Source: an optimization exercise on an open RTL-to-GDS flow (aim: small area, a short achievable clock period and few clock cycles). Production flows keep margins and buffers that such runs may drop.
Where RTL was checked, it was by simulation tests only, not by an equivalence proof against the original.
The flow treats the clock pin as an ideal source, which a real chip does not have.
No activity file was given, so power comes from the tool's default toggle rates.

== the reference run ==
==> module fpp, before the edit <==
module fpp (
    input  wire         clk,
    input  wire         rst,           
    input  wire         in_valid,
    output wire         in_ready,
    input  wire [2:0]   in_kind,
    input  wire [7:0]   in_data,
    output wire [3:0]   status,
    output wire [6:0]   rxlen,
    output wire [191:0] sb             
);
    localparam [2:0] K_START = 3'd0;
    localparam [2:0] K_BYTE  = 3'd1;
    localparam [2:0] K_END   = 3'd2;
    localparam [2:0] K_ERROR = 3'd3;
    localparam [1:0] P_NF  = 2'd0;    
    localparam [1:0] P_INC = 2'd1;    
    localparam [1:0] P_CHK = 2'd2;    
    localparam [1:0] P_OK  = 2'd3;    
    reg [6:0]   rxlen_r;     
    reg [3:0]   status_r;
    reg [191:0] sb_r;
    reg [191:0] cand;        
    reg         clr;         
    reg         clr_ld;      
    reg         rdy;         
    reg         pbv;         
    reg [7:0]   pbd;         
    reg [1:0]   pst;
    reg         pok;         
    reg         prev42;      
    reg [4:0]   j;           
    reg [7:0]   acc_lo;      
    reg         acc_cy;      
    reg [4:0]   acc_hi;      
    reg         hi_ok;       
    assign in_ready = rdy;
    wire go      = in_valid & rdy;
    wire a_start = go & (in_kind == K_START);
    wire a_byte  = go & (in_kind == K_BYTE);
    wire a_end   = go & (in_kind == K_END);
    wire a_error = go & (in_kind == K_ERROR);
    wire a_parse = go & in_kind[2];
    wire infr  = (pst == P_INC);
    wire shift = clr | (pbv & infr & (j >= 5'd4) & (j < 5'd28));
    always @(posedge clk)
        if (shift)
            cand <= {cand[183:0], pbd & {8{~clr}}};
    wire load = clr_ld | (in_valid & in_kind[2] & pok);
    integer k;
    always @(posedge clk)
        if (load)
            for (k = 0; k < 12; k = k + 1)
                sb_r[16*k +: 16] <= cand[191 - 16*k -: 16];
    reg [1:0] pst_n;
    always @* begin
        pst_n = pst;
        if (pbv) begin
            if (pst == P_NF && prev42 && pbd == 8'h4D)
                pst_n = P_INC;
            if (pst == P_INC && j == 5'd31)
                pst_n = (hi_ok && acc_lo == pbd) ? P_OK : P_CHK;
        end
        if (a_start || a_error)
            pst_n = P_NF;
    end
    always @(posedge clk) begin
        acc_hi <= acc_hi + {4'd0, acc_cy};
        acc_cy <= 1'b0;
        if (pbv) begin
            prev42 <= (pbd == 8'h42);
            if (pst == P_NF) begin
                acc_lo <= 8'h8F;         
                acc_hi <= 5'd0;
            end else begin
                if (j < 5'd30)
                    {acc_cy, acc_lo} <= {1'b0, acc_lo} + {1'b0, pbd};
                if (j == 5'd30)
                    hi_ok <= ({3'd0, acc_hi + {4'd0, acc_cy}} == pbd);
            end
        end
        if (a_start)
            prev42 <= 1'b0;
    end
    always @(posedge clk) begin
        pbd <= in_data;
        if (rst) begin
            clr      <= 1'b1;
            clr_ld   <= 1'b0;
            rdy      <= 1'b0;
            j        <= 5'd0;
            rxlen_r  <= 7'd0;
            status_r <= 4'd0;
            pbv      <= 1'b0;
            pst      <= P_NF;
            pok      <= 1'b0;
        end else if (clr) begin
            j      <= j + 5'd1;
            clr_ld <= (j == 5'd23);
            if (clr_ld) begin
                clr <= 1'b0;
                rdy <= 1'b1;
            end
        end else begin
            pbv <= a_byte & ~rxlen_r[6] & ~(pbv & (rxlen_r == 7'd63));
            rxlen_r <= rxlen_r + {6'd0, pbv};
            pst <= pst_n;
            pok <= (pst_n == P_OK);
            if (pbv)
                j <= (pst == P_NF) ? 5'd2 : j + 5'd1;
            if (a_start)
                rxlen_r <= 7'd0;
            if (a_end)
                status_r <= 4'd0;
            if (a_error) begin
                rxlen_r  <= 7'd0;
                status_r <= 4'd8;
            end
            if (a_parse)
                case (pst)
                    P_NF:    status_r <= 4'd4;
                    P_INC:   status_r <= 4'd5;
                    P_CHK:   status_r <= 4'd3;
                    default: status_r <= 4'd0;
                endcase
        end
    end
    assign status = status_r;
    assign rxlen  = rxlen_r;
    assign sb     = sb_r;
endmodule
==> flow/config.mk <==
export PLATFORM = sky130hd
export DESIGN_NAME = fpp
export DESIGN_NICKNAME = fpp
export VERILOG_FILES = /design/flow/design.v
export SDC_FILE = /design/flow/constraint.sdc
export NUM_CORES = 4
export LEC_CHECK = 0
export CAP_MARGIN = 20
export CORE_MARGIN = 2
export CORE_UTILIZATION = 55
export SETUP_SLACK_MARGIN = 3.75
export SLEW_MARGIN = 20
==> flow/constraint.sdc <==
create_clock -name core_clock -period 6.0 [get_ports {clk}]
set_input_delay 1.2000 -clock core_clock [delete_from_list [all_inputs] [get_ports {clk}]]
set_output_delay 1.2000 -clock core_clock [all_outputs]
set_load 0.01 [all_outputs]
standard.sh (not shown) runs the stock make flow with config.mk's settings and CLKGATE_MAP_FILE= SYNTH_SCRIPT=/design/flow/synth_recipe.tcl, a recipe that flattens the netlist after the stock synthesis.
==> flow/flow/run.sh <==
#!/bin/bash
# The standard layout (standard.sh) with these changes:
#  - the port buffers are buf_1 cells instead of the slow delay cells that
#    buffer_ports picks by default;
#  - the clock tree uses larger sink clusters of clkbuf_16 (fewer buffers);
#  - after CTS, the clock port drives the tree's second level directly and
#    the root buffer is removed (clk_root.tcl), and each second-level
#    buffer is split in two, each half near its loads (clk_split.tcl): the
#    port drives 4 buffers, and every register still has the same number
#    of buffers on its clock path.
# Each step writes its full output to a log file of its own here.
set -euo pipefail
export BUFFER_PORTS_ARGS="-buffer_cell sky130_fd_sc_hd__buf_1"
export CTS_ARGS="-sink_clustering_enable -repair_clock_nets -buf_list sky130_fd_sc_hd__clkbuf_16 -sink_clustering_size 25 -sink_clustering_max_diameter 100 -sink_buffer_max_cap_derate 1.0"
bash standard.sh cts > make_to_cts.log 2>&1
R=orfs/results/${FLOW_PLATFORM}/fpp/base
ODB_IN=$R/4_1_cts.odb ODB_OUT=$R/4_1_cts.odb openroad -no_init -exit flow/clk_root.tcl > clk_root.log 2>&1
ODB_IN=$R/4_1_cts.odb ODB_OUT=$R/4_1_cts.odb openroad -no_init -exit flow/clk_split.tcl > clk_split.log 2>&1
cp $R/4_1_cts.odb $R/4_cts.odb
bash standard.sh finish > make_finish.log 2>&1
Other scripts of this flow, unchanged in this note and not shown: flow/flow/clk_root.tcl, flow/flow/clk_split.tcl
Testbench counts of the reference run, summed over its fixed seeds: cycles 15,751.
### the reference run -> the trial run
==> flow/design.v <==
module fpp (
    input  wire         clk,
    input  wire         rst,           
    input  wire         in_valid,
    output wire         in_ready,
    input  wire [2:0]   in_kind,
    input  wire [7:0]   in_data,
    output wire [3:0]   status,
    output wire [6:0]   rxlen,
    output wire [191:0] sb             
);
    localparam [2:0] K_START = 3'd0;
    localparam [2:0] K_BYTE  = 3'd1;
    localparam [2:0] K_END   = 3'd2;
    localparam [2:0] K_ERROR = 3'd3;
    localparam [1:0] P_NF  = 2'd0;    
    localparam [1:0] P_INC = 2'd1;    
    localparam [1:0] P_CHK = 2'd2;    
    localparam [1:0] P_OK  = 2'd3;    
    reg [6:0]   rxlen_r;     
    reg [3:0]   status_r;
    reg [191:0] sb_r;
    reg [191:0] cand;        
    reg         clr;         
    reg         clr_ld;      
    reg         rdy;         
    reg         pbv;         
    reg [7:0]   pbd;         
    reg [1:0]   pst;
    reg         pok;         
    reg         prev42;      
    reg [4:0]   j;           
    reg [7:0]   acc_lo;      
    reg         acc_cy;      
    reg [4:0]   acc_hi;      
    reg         hi_ok;       
    assign in_ready = rdy;
    wire go      = in_valid & rdy;
    wire a_start = go & (in_kind == K_START);
    wire a_byte  = go & (in_kind == K_BYTE);
    wire a_end   = go & (in_kind == K_END);
    wire a_error = go & (in_kind == K_ERROR);
    wire a_parse = go & in_kind[2];
    wire infr  = (pst == P_INC);
    wire shift = clr | (pbv & infr & (j >= 5'd4) & (j < 5'd28));
    always @(posedge clk)
        if (shift)
            cand <= {cand[183:0], pbd & {8{~clr}}};
    wire load = clr_ld | (in_valid & in_kind[2] & pok);
    integer k;
    always @(posedge clk)
        if (load)
            for (k = 0; k < 12; k = k + 1)
                sb_r[16*k +: 16] <= cand[191 - 16*k -: 16];
    reg [1:0] pst_n;
    always @* begin
        pst_n = pst;
        if (pbv) begin
            if (pst == P_NF && prev42 && pbd == 8'h4D)
                pst_n = P_INC;
            if (pst == P_INC && j == 5'd31)
                pst_n = (hi_ok && acc_lo == pbd) ? P_OK : P_CHK;
        end
        if (a_start || a_error)
            pst_n = P_NF;
    end
    always @(posedge clk) begin
        pbd <= in_data;
        if (rst) begin
            clr      <= 1'b1;
            clr_ld   <= 1'b0;
            rdy      <= 1'b0;
            j        <= 5'd0;
            rxlen_r  <= 7'd0;
            status_r <= 4'd0;
            pbv      <= 1'b0;
            pst      <= P_NF;
            pok      <= 1'b0;
            prev42   <= 1'b0;
        end else if (clr) begin
            j      <= j + 5'd1;
            clr_ld <= (j == 5'd23);
            if (clr_ld) begin
                clr <= 1'b0;
                rdy <= 1'b1;
            end
        end else begin
            pbv <= a_byte & ~rxlen_r[6] & ~(pbv & (rxlen_r == 7'd63));
            rxlen_r <= rxlen_r + {6'd0, pbv};
            pst <= pst_n;
            pok <= (pst_n == P_OK);
            acc_hi <= acc_hi + {4'd0, acc_cy};
            acc_cy <= 1'b0;
            if (pbv) begin
                prev42 <= (pbd == 8'h42);
                if (pst == P_NF) begin
                    j      <= 5'd2;
                    acc_lo <= 8'h8F;     
                    acc_hi <= 5'd0;
                end else begin
                    j <= j + 5'd1;
                    if (j < 5'd30)
                        {acc_cy, acc_lo} <= {1'b0, acc_lo} + {1'b0, pbd};
                    if (j == 5'd30)
                        hi_ok <= ({3'd0, acc_hi + {4'd0, acc_cy}} == pbd);
                end
            end
            if (a_start) begin
                rxlen_r <= 7'd0;
                prev42  <= 1'b0;
            end
            if (a_end)
                status_r <= 4'd0;
            if (a_error) begin
                rxlen_r  <= 7'd0;
                status_r <= 4'd8;
            end
            if (a_parse)
                case (pst)
                    P_NF:    status_r <= 4'd4;
                    P_INC:   status_r <= 4'd5;
                    P_CHK:   status_r <= 4'd3;
                    default: status_r <= 4'd0;
                endcase
        end
    end
    assign status = status_r;
    assign rxlen  = rxlen_r;
    assign sb     = sb_r;
endmodule
Results
The reference run | stages: all done | timing, DRC, antenna: all pass. The trial run reached the final stage; the timing, design-rule and antenna checks on its layout passed. For the portion of total power attributed to the clock network, the trial run came in 0.3 points higher than the reference run did. The reference run -> the trial run: number of distinct library cells after synthesis delta 0, exact match. Comparing the reference run and the trial run, the higher storage element area is on the trial run. | sequential element share of the synthesized area | the reference run vs the trial run | ≈ equal |. The trial run vs the reference run on post-route worst setup slack: the trial run is the higher one. Compared with the reference run, the trial run shows post-detailed-routing wire length that has gone up by a few percent.
No functional check of the RTL was part of the trial run.

-- what the ideal ports hide --
Ports are ideal in the flow. The routed layouts listed here were re-timed in OpenROAD.
Step 1 sets driving cells, clkbuf_16 on the clock port and buf_2 on the other inputs (assumed; they add their load-dependent delay and slew).
Step 2 adds t to the input delays and takes it off the output delays; t is the mean of the earliest and latest rising clock arrival at the registers after step 1. Input paths then give back, and output paths get back, about the clock's delay inside the block.
Slacks: ideal ports / drivers / drivers and shift; pairs: ideal ports / drivers.
| run | t (ns) | setup WS [ns] | clock arrival spread, ns |
|---|---|---|---|
| the reference run | 0.418 | 3.808 / 3.786 / 3.464 | 0.024 / 0.023 |
| the trial run | 0.412 | 3.818 / 3.785 / 3.484 | 0.043 / 0.043 |
After both steps every run listed still meets setup and hold. For the reference run, which loses most, drivers alone change the setup slack by -0.022 ns; drivers and shift together by -0.344 ns.
